This design comes from an exercise in tuning for small area, a short achievable clock period and few clock cycles per item on the open sky130 flow, not from production work. Only simulation tests tie the RTL to the original design; equivalence was not proved. Power is estimated from default activity; no workload was simulated.

===== flow/config.mk =====
export PLATFORM = sky130hd
export DESIGN_NAME = hvc_filter
export DESIGN_NICKNAME = hvc_filter
export VERILOG_FILES = /design/flow/design.v
export SDC_FILE = /design/flow/constraint.sdc
export NUM_CORES = 4
export LEC_CHECK = 0
export ABC_CLOCK_PERIOD_IN_PS = 4000
export CAP_MARGIN = 20
export CORE_MARGIN = 2
export CORE_UTILIZATION = 50
export SETUP_SLACK_MARGIN = 4.5
export SLEW_MARGIN = 20

===== flow/constraint.sdc =====
create_clock -name core_clock -period 10.0 [get_ports {clk}]
set_input_delay 2.0000 -clock core_clock [delete_from_list [all_inputs] [get_ports {clk}]]
set_output_delay 2.0000 -clock core_clock [all_outputs]
set_load 0.01 [all_outputs]

===== flow/design.v =====
module hvc_msb200 (
    input  wire [199:0] x,
    output wire [7:0]   pos
);
    wire [255:0] xp = {56'd0, x};
    wire [31:0]  nz0;
    wire [95:0]  p0;
    genvar i;
    generate
        for (i = 0; i < 32; i = i + 1) begin : g_l0
            wire [7:0] v = xp[8*i +: 8];
            assign nz0[i] = |v;
            assign p0[3*i +: 3] = v[7] ? 3'd7 : v[6] ? 3'd6 : v[5] ? 3'd5 : v[4] ? 3'd4 :
                                  v[3] ? 3'd3 : v[2] ? 3'd2 : v[1] ? 3'd1 : 3'd0;
        end
        wire [15:0] nz1;
        wire [63:0] p1;
        for (i = 0; i < 16; i = i + 1) begin : g_l1
            assign nz1[i] = nz0[2*i+1] | nz0[2*i];
            assign p1[4*i +: 4] = nz0[2*i+1] ? {1'b1, p0[3*(2*i+1) +: 3]} : {1'b0, p0[3*(2*i) +: 3]};
        end
        wire [7:0]  nz2;
        wire [39:0] p2;
        for (i = 0; i < 8; i = i + 1) begin : g_l2
            assign nz2[i] = nz1[2*i+1] | nz1[2*i];
            assign p2[5*i +: 5] = nz1[2*i+1] ? {1'b1, p1[4*(2*i+1) +: 4]} : {1'b0, p1[4*(2*i) +: 4]};
        end
        wire [3:0]  nz3;
        wire [23:0] p3;
        for (i = 0; i < 4; i = i + 1) begin : g_l3
            assign nz3[i] = nz2[2*i+1] | nz2[2*i];
            assign p3[6*i +: 6] = nz2[2*i+1] ? {1'b1, p2[5*(2*i+1) +: 5]} : {1'b0, p2[5*(2*i) +: 5]};
        end
        wire [1:0]  nz4;
        wire [13:0] p4;
        for (i = 0; i < 2; i = i + 1) begin : g_l4
            assign nz4[i] = nz3[2*i+1] | nz3[2*i];
            assign p4[7*i +: 7] = nz3[2*i+1] ? {1'b1, p3[6*(2*i+1) +: 6]} : {1'b0, p3[6*(2*i) +: 6]};
        end
        assign pos = nz4[1] ? {1'b1, p4[13:7]} : {1'b0, p4[6:0]};
    endgenerate
endmodule
module hvc_sqrt_step (
    input  wire [26:0] rem,
    input  wire [24:0] res,
    input  wire [1:0]  pair,
    output wire [26:0] rem_n,
    output wire [24:0] res_n
);
    wire [29:0] r2    = {1'b0, rem, pair};
    wire [29:0] trial = {3'b000, res, 2'b01};
    wire [29:0] diff  = r2 - trial;
    wire        ge    = ~diff[29];
    assign rem_n = ge ? diff[26:0] : r2[26:0];
    assign res_n = {res[23:0], ge};
endmodule
module hvc_filter (
    input  wire        clk,
    input  wire        rst,           
    input  wire        start,
    output wire        ready,
    input  wire [31:0] floor_hz,      
    input  wire [31:0] peak_hz,       
    input  wire [16:0] e3,            
    input  wire [31:0] note_freq,     
    input  wire [23:0] reson,         
    output reg         out_valid,
    output reg  [4:0]  out_k,
    output wire [24:0] out_gain,      
    output wire [31:0] out_cutoff     
);
    localparam W = 200;
    localparam ST_IDLE = 2'd0, ST_SETUP = 2'd1, ST_FD = 2'd2, ST_DIV = 2'd3;
    localparam SP_SPAN = 4'd0,  SP_LMUL = 4'd1, SP_LERP = 4'd2, SP_U  = 4'd3,
               SP_SQ   = 4'd4,  SP_A    = 4'd5, SP_P    = 4'd6, SP_A0 = 4'd7,
               SP_W    = 4'd8,  SP_B2   = 4'd10, SP_T = 4'd11,
               SP_A4   = 4'd12, SP_INIT = 4'd13;
    reg [1:0]  state;
    reg [3:0]  sp;
    reg [5:0]  dc;           
    reg        first;        
    reg [3:0]  ic;           
    reg [1:0]  rotc;         
    reg [1:0]  fdc;          
    reg        rotp;         
    reg [2:0]  skc;          
    reg [1:0]  sk2;          
    reg [5:0]  jc;           
    reg [4:0]  k;
    reg [7:0]  nn;           
    reg [W-1:0] R;                    
    reg [W-1:0] r0, r1, r2, r3, r4;   
    reg [177:0] MC;                   
    reg [175:0] A0;                   
    reg [66:0]  MP;                   
    reg [31:0]  Creg;                 
    reg [47:0]  QS;                   
    reg [63:0]  NA;                   
    reg [63:0]  U;                    
    reg [17:0]  F;                    
    reg [26:0] sq_rem;
    reg [24:0] sq_res;
    reg        qhi, qlo, sq_go, sq_last;
    reg [4:0]  k_sq;
    assign ready      = (state == ST_IDLE);
    assign out_gain   = sq_res;
    assign out_cutoff = Creg;
    wire in_mul = (state == ST_SETUP) &&
                  (sp == SP_LMUL || sp == SP_U || sp == SP_SQ || sp == SP_A || sp == SP_P ||
                   sp == SP_A0 || sp == SP_B2 || sp == SP_T || sp == SP_A4);
    wire last_dig = in_mul && (dc == 6'd1);
    wire skip_ok  = (state == ST_DIV) || (state == ST_FD && fdc[1]);
    wire div_skip = skip_ok && (skc != 3'd0);
    wire div_sk2  = skip_ok && (skc == 3'd0) && (sk2 != 2'd0);
    wire div_iter = (state == ST_DIV) && !rotp && (skc == 3'd0) && (sk2 == 2'd0);
    wire init_ins = (ic == 4'd4 || ic == 4'd5 || ic == 4'd8 || ic == 4'd11);
    reg xR, xR1, xR2, xRING, xLERP, xU32;              
    reg yR0, yMC, yQS, yNA, yU, yC;                     
    reg bneg, btwo, bnz;                                
    reg divm;                                           
    reg lerpm;                                          
    wire [W-1:0] xv = ({W{xR}}    & R) |
                      ({W{xR1}}   & {R[W-2:0], divm & F[17]}) |
                      ({W{xR2}}   & {R[W-3:0], 2'b00}) |
                      ({W{xRING}} & r1) |
                      ({W{xLERP}} & {{16{R[W-1]}}, R[W-1:16]}) |
                      ({W{xU32}}  & {{(W-96){1'b0}}, U, 32'd0});
    wire [W-1:0] ysrc = ({W{yR0}} & r0) |
                        ({W{yMC}} & {{(W-178){MC[177]}}, MC}) |
                        ({W{yQS}} & {{(W-48){1'b0}}, QS}) |
                        ({W{yNA}} & {{(W-64){1'b0}}, NA}) |
                        ({W{yU}}  & {{(W-64){1'b0}}, U}) |
                        ({W{yC}}  & {{(W-32){1'b0}}, Creg});
    wire         dneg = divm ? ~R[W-1] : bneg;
    wire         dtwo = ~divm & btwo;
    wire         dnz  = divm | bnz;
    wire [W-1:0] ymag = dnz ? (dtwo ? {ysrc[W-2:0], 1'b0} : ysrc) : {W{1'b0}};
    wire [W-1:0] yv   = dneg ? ~ymag : ymag;
    wire         cx   = lerpm & R[W-1] & (|R[15:0]);
    wire [W:0]   sum = {xv, 1'b1} + {yv, dneg | cx};
    wire [W-1:0] S   = sum[W:1];
    wire [7:0] msb_r4;
    hvc_msb200 u_msb (.x(r4), .pos(msb_r4));
    wire [9:0]        j0  = {2'b00, nn} - {2'b00, msb_r4};
    wire [5:0]        js  = j0[9] ? 6'd0 : (j0[8:0] > 9'd49) ? 6'd49 : j0[5:0];
    wire [5:0]        jsk = 6'd49 - js;
    wire [26:0] sq_rem_n;
    wire [24:0] sq_res_n;
    hvc_sqrt_step u_sq (.rem(sq_rem), .res(sq_res), .pair({qhi, qlo}),
                        .rem_n(sq_rem_n), .res_n(sq_res_n));
    reg [1:0]  n_state;
    reg [3:0]  n_sp;
    reg [5:0]  n_dc;
    reg        n_first;
    reg [3:0]  n_ic;
    reg [1:0]  n_rotc;
    reg [1:0]  n_fdc;
    reg        n_rotp;
    reg [2:0]  n_skc;
    reg [1:0]  n_sk2;
    reg [5:0]  n_jc;
    reg [4:0]  n_k;
    always @(*) begin
        n_state = state; n_sp = sp; n_dc = dc; n_first = first; n_ic = ic;
        n_rotc = rotc; n_fdc = fdc; n_rotp = rotp; n_skc = skc; n_sk2 = sk2;
        n_jc = jc; n_k = k;
        if (rst) begin
            n_state = ST_IDLE;
        end else begin
            case (state)
                ST_IDLE: if (start) begin
                    n_state = ST_SETUP;
                    n_sp    = SP_SPAN;
                end
                ST_SETUP: begin
                    if (in_mul) begin
                        n_first = 1'b0;
                        n_dc    = dc - 6'd1;
                    end
                    if (sp == SP_T && rotc != 2'd0) n_rotc = rotc - 2'd1;
                    case (sp)
                        SP_SPAN: begin n_sp = SP_LMUL; n_dc = 6'd9;  n_first = 1'b1; end
                        SP_LERP: begin n_sp = SP_U;    n_dc = 6'd17; n_first = 1'b1; end
                        SP_W:    begin n_sp = SP_B2;   n_dc = 6'd33; n_first = 1'b1; end
                        SP_INIT: begin
                            n_ic = ic + 4'd1;
                            if (ic == 4'd11) begin
                                n_state = ST_FD;
                                n_fdc   = 2'd0;
                                n_k     = 5'd1;
                            end
                        end
                        default: if (last_dig) begin
                            n_first = 1'b1;
                            case (sp)
                                SP_LMUL: n_sp = SP_LERP;
                                SP_U:    begin n_sp = SP_SQ; n_dc = 6'd13; end
                                SP_SQ:   begin n_sp = SP_A;  n_dc = 6'd17; end
                                SP_A:    begin n_sp = SP_P;  n_dc = 6'd25; end
                                SP_P:    begin n_sp = SP_A0; n_dc = 6'd33; end
                                SP_A0:   n_sp = SP_W;
                                SP_B2:   begin n_sp = SP_T;  n_dc = 6'd25; n_rotc = 2'd3; end
                                SP_T:    begin n_sp = SP_A4; n_dc = 6'd33; end
                                default: begin n_sp = SP_INIT; n_ic = 4'd0; end
                            endcase
                        end
                    endcase
                end
                ST_FD: begin
                    n_fdc = fdc + 2'd1;
                    if (fdc == 2'd0) n_jc = 6'd49;
                    if (fdc == 2'd1) begin n_skc = jsk[5:3]; n_sk2 = jsk[2:1]; end
                    if (div_skip) begin
                        n_skc = skc - 3'd1;
                        n_jc  = jc - 6'd8;
                    end else if (div_sk2) begin
                        n_sk2 = sk2 - 2'd1;
                        n_jc  = jc - 6'd2;
                    end
                    if (fdc == 2'd3) begin
                        n_state = ST_DIV;
                        n_rotp  = 1'b1;
                    end
                end
                default: begin  
                    n_rotp = 1'b0;
                    if (div_skip) begin
                        n_skc = skc - 3'd1;
                        n_jc  = jc - 6'd8;
                    end else if (div_sk2) begin
                        n_sk2 = sk2 - 2'd1;
                        n_jc  = jc - 6'd2;
                    end else if (div_iter) begin
                        n_jc = jc - 6'd1;
                        if (jc == 6'd0) begin
                            if (k == 5'd24) begin
                                n_state = ST_IDLE;
                            end else begin
                                n_state = ST_FD;
                                n_fdc   = 2'd0;
                                n_k     = k + 5'd1;
                            end
                        end
                    end
                end
            endcase
        end
    end
    always @(posedge clk) begin
        state <= n_state; sp <= n_sp; dc <= n_dc; first <= n_first; ic <= n_ic;
        rotc <= n_rotc; fdc <= n_fdc; rotp <= n_rotp; skc <= n_skc; sk2 <= n_sk2;
        jc <= n_jc; k <= n_k;
    end
    reg [66:0] n_MP;
    always @(*) begin
        n_MP = MP;
        if (state == ST_IDLE)
            n_MP = {1'b0, e3, 49'd0};
        else if (state == ST_SETUP) begin
            if (sp == SP_LERP)
                n_MP = {2'b00, S[31:0], 33'd0};
            else if (last_dig) begin
                case (sp)
                    SP_U:  n_MP = {2'b00, QS[23:0], 41'd0};
                    SP_SQ: n_MP = {2'b00, NA[31:0], 33'd0};
                    SP_A:  n_MP = {2'b00, QS, 17'd0};
                    SP_P:  n_MP = {2'b00, U, 1'b0};
                    SP_A0: n_MP = {2'b00, NA, 1'b0};
                    SP_B2: n_MP = {2'b00, QS, 17'd0};
                    SP_T:  n_MP = {2'b00, NA, 1'b0};
                    default: n_MP = {MP[64:0], 2'b00};
                endcase
            end else if (in_mul)
                n_MP = {MP[64:0], 2'b00};
        end
    end
    always @(posedge clk) MP <= n_MP;
    wire n_divit = (state == ST_DIV) && !(div_iter && jc == 6'd0) &&
                   ((skc == 3'd0 && sk2 == 2'd0) ||
                    (skc == 3'd1 && sk2 == 2'd0) ||
                    (skc == 3'd0 && sk2 == 2'd1));
    wire n_in_mul = (n_state == ST_SETUP) &&
                    (n_sp == SP_LMUL || n_sp == SP_U || n_sp == SP_SQ || n_sp == SP_A || n_sp == SP_P ||
                     n_sp == SP_A0 || n_sp == SP_B2 || n_sp == SP_T || n_sp == SP_A4);
    reg [5:0] c_x;       
    reg [5:0] c_y;       
    reg [2:0] c_d;       
    reg       c_div, c_lerp;
    always @(*) begin
        c_x = 6'd0; c_y = 6'd0; c_d = 3'b000; c_div = 1'b0; c_lerp = 1'b0;
        case (n_state)
            ST_SETUP: begin
                if (n_in_mul) begin
                    c_x = n_first ? 6'd0 : 6'b001000;         
                    case (n_MP[66:64])
                        3'b001, 3'b010: c_d = 3'b001;
                        3'b011:         c_d = 3'b010;
                        3'b100:         c_d = 3'b110;
                        3'b101, 3'b110: c_d = 3'b111;
                        default:        c_d = 3'b000;
                    endcase
                    case (n_sp)
                        SP_U:       c_y = 6'b000001;    
                        SP_SQ:      c_y = 6'b001000;    
                        SP_A, SP_T: c_y = 6'b000100;    
                        SP_P:       c_y = 6'b000010;    
                        default:    c_y = 6'b010000;    
                    endcase
                end else begin
                    case (n_sp)
                        SP_SPAN: begin c_x = 6'b100000; c_y = 6'b000010; c_d = 3'b111; end
                        SP_LERP: begin c_x = 6'b000010; c_y = 6'b000010; c_d = 3'b001; c_lerp = 1'b1; end
                        SP_W:    begin c_x = 6'b000001; c_y = 6'b010000; c_d = 3'b110; end
                        default: begin  
                            c_y = 6'b010000;
                            case (n_ic)
                                4'd0:  begin c_x = 6'b000100; c_d = 3'b010; end    
                                4'd1:  begin c_x = 6'b100000; c_d = 3'b010; end
                                4'd2:  begin c_x = 6'b100000; c_d = 3'b010; end
                                4'd3:  begin c_x = 6'b100000; c_d = 3'b001; end
                                4'd4:  begin c_x = 6'b000100; c_d = 3'b001; end    
                                4'd5:  begin c_x = 6'b010000; c_d = 3'b000; end    
                                4'd6:  begin c_x = 6'b000000; c_d = 3'b010; end
                                4'd7:  begin c_x = 6'b001000; c_d = 3'b001; end
                                4'd8:  begin c_x = 6'b001000; c_d = 3'b000; end
                                4'd9:  begin c_x = 6'b000000; c_d = 3'b010; end
                                4'd10: begin c_x = 6'b001000; c_d = 3'b110; end
                                default: begin c_x = 6'b001000; c_d = 3'b000; end
                            endcase
                        end
                    endcase
                end
            end
            ST_FD: begin c_x = 6'b000100; c_y = 6'b100000; c_d = 3'b001; end
            default: ;
        endcase
        if (n_divit) begin
            c_x = 6'b010000; c_y = 6'b100000; c_d = 3'b000; c_div = 1'b1;
        end
    end
    always @(posedge clk) begin
        {xR, xR1, xR2, xRING, xLERP, xU32} <= c_x;
        {yR0, yMC, yQS, yNA, yU, yC} <= c_y;
        bneg <= c_d[2];
        btwo <= (c_d == 3'b010) || (c_d == 3'b110);
        bnz  <= (c_d != 3'b000);
        divm <= c_div;
        lerpm <= c_lerp;
    end
    localparam RG_HOLD = 2'd0, RG_PUSH = 2'd1, RG_ROT = 2'd2, RG_INS = 2'd3;
    reg [1:0] rg;
    always @(*) begin
        rg = RG_HOLD;
        case (state)
            ST_SETUP: begin
                if (last_dig && (sp == SP_A0 || sp == SP_B2)) rg = RG_PUSH;
                else if (sp == SP_T && rotc != 2'd0)          rg = RG_ROT;
                else if (sp == SP_INIT && init_ins)           rg = RG_INS;
            end
            ST_FD:  rg = RG_PUSH;
            ST_DIV: if (rotp) rg = RG_ROT;
            default: ;
        endcase
    end
    always @(posedge clk) begin
        case (rg)
            RG_PUSH: begin r0 <= r1; r1 <= r2; r2 <= r3; r3 <= r4; r4 <= S; end
            RG_ROT:  begin r0 <= r1; r1 <= r2; r2 <= r3; r3 <= r4; r4 <= r0; end
            RG_INS:  begin           r1 <= r2; r2 <= r3; r3 <= r4; r4 <= S; end
            default: ;
        endcase
    end
    wire r_from_s = (state == ST_SETUP && sp != SP_INIT && sp != SP_W) ||
                    (state == ST_SETUP && sp == SP_INIT && !init_ins) ||
                    div_iter;
    always @(posedge clk) begin
        if (state == ST_IDLE)
            R <= {{(W-32){1'b0}}, peak_hz};
        else if (state == ST_FD && fdc == 2'd0)
            R <= {{(W-158){1'b0}}, A0[175:18]};
        else if (div_skip)
            R <= {R[W-9:0], F[17:10]};
        else if (div_sk2)
            R <= {R[W-3:0], F[17:16]};
        else if (r_from_s)
            R <= S;
    end
    always @(posedge clk) begin
        if (state == ST_FD && fdc == 2'd0) F <= A0[17:0];
        else if (div_skip)                  F <= {F[9:0], 8'd0};
        else if (div_sk2)                   F <= {F[15:0], 2'd0};
        else if (div_iter)                  F <= {F[16:0], 1'b0};
    end
    always @(posedge clk) begin
        if (state == ST_IDLE) begin
            QS <= {24'd0, reson};
            NA <= {32'd0, note_freq};
            U  <= {32'd0, floor_hz};
        end else if (state == ST_SETUP) begin
            if (sp == SP_LERP) Creg <= S[31:0];
            if (sp == SP_SPAN || sp == SP_W) MC <= S[177:0];
            if (sp == SP_W) nn <= msb_r4 + 8'd32;
            if (last_dig) begin
                case (sp)
                    SP_U:  U  <= S[63:0];
                    SP_SQ: QS <= S[47:0];
                    SP_A:  NA <= S[63:0];
                    SP_P:  MC <= S[177:0];
                    SP_A0: A0 <= S[175:0];
                    SP_T:  MC <= S[177:0];
                    SP_A4: MC <= S[177:0];
                    default: ;
                endcase
            end
        end
    end
    always @(posedge clk) begin
        out_valid <= 1'b0;
        if (rst) begin
            sq_go   <= 1'b0;
            sq_last <= 1'b0;
        end else begin
            if (sq_go) begin
                sq_rem <= sq_rem_n;
                sq_res <= sq_res_n;
                if (sq_last) begin
                    out_valid <= 1'b1;
                    out_k     <= k_sq;
                end
            end
            sq_go <= 1'b0;
            if (state == ST_FD && fdc == 2'd3) begin
                sq_rem <= 27'd0;
                sq_res <= 25'd0;
            end
            if (div_iter) begin
                if (jc[0]) begin
                    qhi <= ~S[W-1];
                end else begin
                    qlo     <= ~S[W-1];
                    sq_go   <= 1'b1;
                    sq_last <= (jc == 6'd0);
                end
                if (jc == 6'd0) k_sq <= k;
            end
        end
    end
endmodule

===== flow/run.sh =====
#!/bin/bash
# synth_recipe.tcl (not shown) runs the flow's synth.tcl, then flattens the netlist and writes it again
# the make line also repeats each setting of config.mk as NAME=value (left out here)
make -C /OpenROAD-flow-scripts/flow DESIGN_CONFIG=/design/flow/config.mk WORK_HOME=/design/flow/orfs CLKGATE_MAP_FILE= SYNTH_SCRIPT=/design/flow/synth_recipe.tcl finish

==> notes.md <==
[layout make-up]
cell class                      count  area (µm²)
Multi-Input combinational cell   7232       48380
Inverter                          282        1084
Clock inverter                    135        1441
Tap cell                         2704        3383
Timing Repair Buffer              746        7342
Clock buffer                      254        5416
Fill cell                       17280       83520
Sequential cell                  1976       56030
Antenna cell                       25       62.56
[final timing paths]
check | slack [ns] | start | endpoint
hold reg to reg | 0.39 | r2[144] | r1[144]
setup reg to reg | 4.39 | r4[22] | skc[2]
setup / recovery | 4.39 | r4[22] | skc[2]
hold / removal | 0.39 | r2[144] | r1[144]
[state kept, by name, summed over array words and instances, names as in the netlist, 25 cells and up]
| register | count |
|---|---|
| r1 | 200 |
| r4 | 200 |
| r0 | 200 |
| r3 | 200 |
| U | 64 |
| R | 200 |
| MP | 66 |
| sq_rem | 27 |
| r2 | 200 |
| sq_res | 25 |
| A0 | 176 |
| NA | 64 |
| Creg | 32 |
| MC | 178 |
| QS | 48 |
[power by group through the flow]
stage / Combinational, W / Clock [W] / Sequential, W
finish: 0.00252 / 0.00792 / 0.00965
global route: 0.00259 / 0.00826 / 0.00964
CTS: 0.00220 / 0.00794 / 0.00964
detailed placement: 0.00205 / 0 / 0.00983
global placement: 0.00202 / 0 / 0.00983
floorplan: 0.00128 / 0 / 0.00952
[synthesized netlist by cell type (47+ instances only)]
| library cell | instances | area share [%] |
|---|---|---|
| a221o_1 | 60 | 0.58 |
| buf_1 | 75 | 0.27 |
| a22o_1 | 117 | 0.99 |
| a221oi_1 | 121 | 1.0 |
| ha_1 | 274 | 3.3 |
| a22oi_1 | 757 | 5.5 |
| nand4_1 | 138 | 0.83 |
| a31oi_1 | 47 | 0.28 |
| inv_1 | 281 | 1.0 |
| nor4_1 | 82 | 0.49 |
| o21bai_1 | 97 | 0.70 |
| xnor2_1 | 347 | 2.9 |
| o21ai_0 | 671 | 3.2 |
| a222oi_1 | 181 | 1.7 |
| xor2_1 | 88 | 0.74 |
| a211oi_1 | 67 | 0.48 |
| a21o_1 | 161 | 1.2 |
| nand2_1 | 1448 | 5.2 |
| nor3_1 | 147 | 0.71 |
| o22ai_1 | 139 | 0.84 |
| a21oi_1 | 716 | 3.5 |
| nor2_1 | 850 | 3.1 |
| edfxtp_1 | 1638 | 47 |
| dfxtp_1 | 338 | 6.5 |
| clkbuf_1 | 647 | 2.3 |
| nand3_1 | 181 | 0.87 |
[timing repair]
action                     in CTS  in global routing
setup buffers                 175                180
pin swaps                     122                207
gates cloned                   10                 10
gates resized for setup       474                478
setup endpoints to repair    1605                626
[metrics by stage]
step / worst slack, ns / total power, W
detailed placement: 2.324 / 0.01188
floorplan: -5.192 / 0.01080
finish: 4.385 / 0.02009
global placement: 2.197 / 0.01185
global route: 4.125 / 0.02048
CTS: 4.343 / 0.01977
[kinds of logic after synthesis]
group,Yosys count,share of synthesized area [%]
AND/OR/NAND/NOR,3048,12.57
multiplexers,31,0.3185
XOR/XNOR,437,3.705
buffers and inverters,1017,3.701
adder cells (fa/ha/maj),276,3.344
AO/OA/AOI/OAI,3431,22.41
flip-flops,1976,53.95
[worst max-delay path: cells and delay by family, from the launching register on]
kind	cells	cell delay [ns]
AO/OA/AOI/OAI	11	2.65
AND/OR/NAND/NOR	5	0.98
buffers and inverters	3	0.62
adder cells (fa/ha/maj)	2	0.52
flip-flops	1	0.48
XOR/XNOR	1	0.08
[layer usage]
layer	GRT usage, %	up-vias
li1	-	39250
met1	57.00	45980
met2	60.27	7990
met3	15.20	1805
met4	23.35	34
met5	1.010	-
==> impl_metrics.ini <==
[detailed_routing]
drtIter0Drc = 18340
drc = 0
vias = 95060
dr_wl_met3_um = 70390
antenna_left = 0
wire_per_inst_um = 35.54
wl_um = 474600
drt_pass1_iterations = 14
top_layer = met5
via_per_inst = 7.118
wl_met2_um = 192800
met1Wirelength_um = 177200

[cells_and_area]
final_area_mm2 = 0.1231
fin_nets = 10860
area_growth_pct = 18.73
layout_commonest_cell = edfxtp_1
layout_common_cells = edfxtp_1, nand2_1, nor2_1, a22oi_1, a21oi_1
drive_above_1_share_pct = 15.59
final_cells = 13350
final_util_pct = 59.59

[place]
dpl-instance-area_mm2 = 0.1084
gp_congestion = 1.052
io_buffer_count = 203
dp_hpwl_um = 326500
dp_cells = 12570

[global_route]
grt_pass1_wl_um = 646300
grt_pass1_vias = 85780
antenna_found_initial = 36
grt_usage_pct = 42.71
grt_max_degree = 177
gr-total-overflow = 0

[sta]
max_freq_mhz = 178.1
fin_hold_ws_ns = 0.3881
setup_violations = 0
drv_slew = 22
rsz0062_at_grt = yes
fin_skew_ns = 0.04360
post-route-period-util_pct = 56.15
finalHoldViolations = 0
slew-limit-headroom_pct = -1.199
min_period_ns = 5.615
tns_ns = 0
worstMarginPinSlew_ns = 1.518

[clocking]
holdBufCountCts = 0
clk_path_buf_depth = 3
clockRootBuffer = clkbuf_16
cts.sinks = 1976
cts_buffers = 206
insertion_delay_ns = 0.91
htree_num_levels = 4
tritoncts = built
clkTransAtPathRegs_ns = 0.07

[synthesis]
synth_fp_nets = 10630
syn_inst = 10220
ys.warnings.count = 1
ys_seq_elements = 1976
synthArstFlopShare_pct = 0
synth_edf_count = 1638
seq_area_frac_synth_pct = 53.95
synth.avg_cell_area_um2 = 10.15
synth_cell_type_count = 97
synth_ff_type = edfxtp_1
syn_area_mm2 = 0.1037

[worst_setup_path]
cp-start-kind = register
path_class = register to register
max_stage_delay_ns = 0.48
rr_worst_depth = 22
arrival_ns = 6.24
critical-path-slowest-cell = edfxtp_1
cp.required_ns = 10.63
path_cells = nor4_4, buf_4, nand4_1, buf_6, a21oi_2, o221a_2, nor2_1, o21a_1, o21ai_1, ha_1, a21o_1, a21o_1, a21oi_2, xnor2_1, nor4_2, buf_4, nand2_4, ha_4, a21boi_2, o22ai_2, a211oi_2, o21ai_1
cp-end-kind = register
crit_path_max_fanout = 4

[run]
maxCapViolCount = 0

[hold_path]
min_path_cells = 0
hold_class = register to register

[floorplan]
chipWidth_um = 459.4
rows = 167
io-pin-count = 204
die-area_mm2 = 0.2111
core_area_mm2 = 0.2067
die_h_um = 459.4
initial_utilization_pct = 50.18

[power]
combPwrFrac_pct = 12.5
p_per_area_mw_per_mm2 = 163.2
p_sw_share_pct = 28.43
seqPwrFrac_pct = 48.0
clkPwrFrac_pct = 39.4
irDropWorstVdd_uv = 218.8
p_switching_w = 0.005714
p_int_w = 0.01438
p_leak_nw = 43.46

[outcome]
status = failed layout checks
violations = slew limit
Testbench counts, summed over its fixed seeds: cycles 100,758, items 2,304.

static timing again, ports no longer ideal:
The flow's constraints put no driver on any port. The routed layout listed below was extracted and timed again, unchanged, in two steps.
Step 1: set_driving_cell puts a clkbuf_16 on clk and a buf_2 on each other input, an assumption about the parent block.
Step 2 times the ports against the registers' clock, not the clock port: input delays grow and output delays shrink by t, the midpoint of the rising clock arrivals with the driver on.
Slacks: ideal ports / drivers / drivers and shift; pairs: ideal ports / drivers.
t (ns): 0.992
slack for setup (ns): 4.385 / 4.385 / 4.298
hold slack, ns: 0.388 / 0.388 / 0.388
worst setup path after step 2: input to register
pins driven straight from the clock port: 1
For this run, drivers alone change the setup slack by 0.000 ns; drivers and shift together by -0.087 ns.
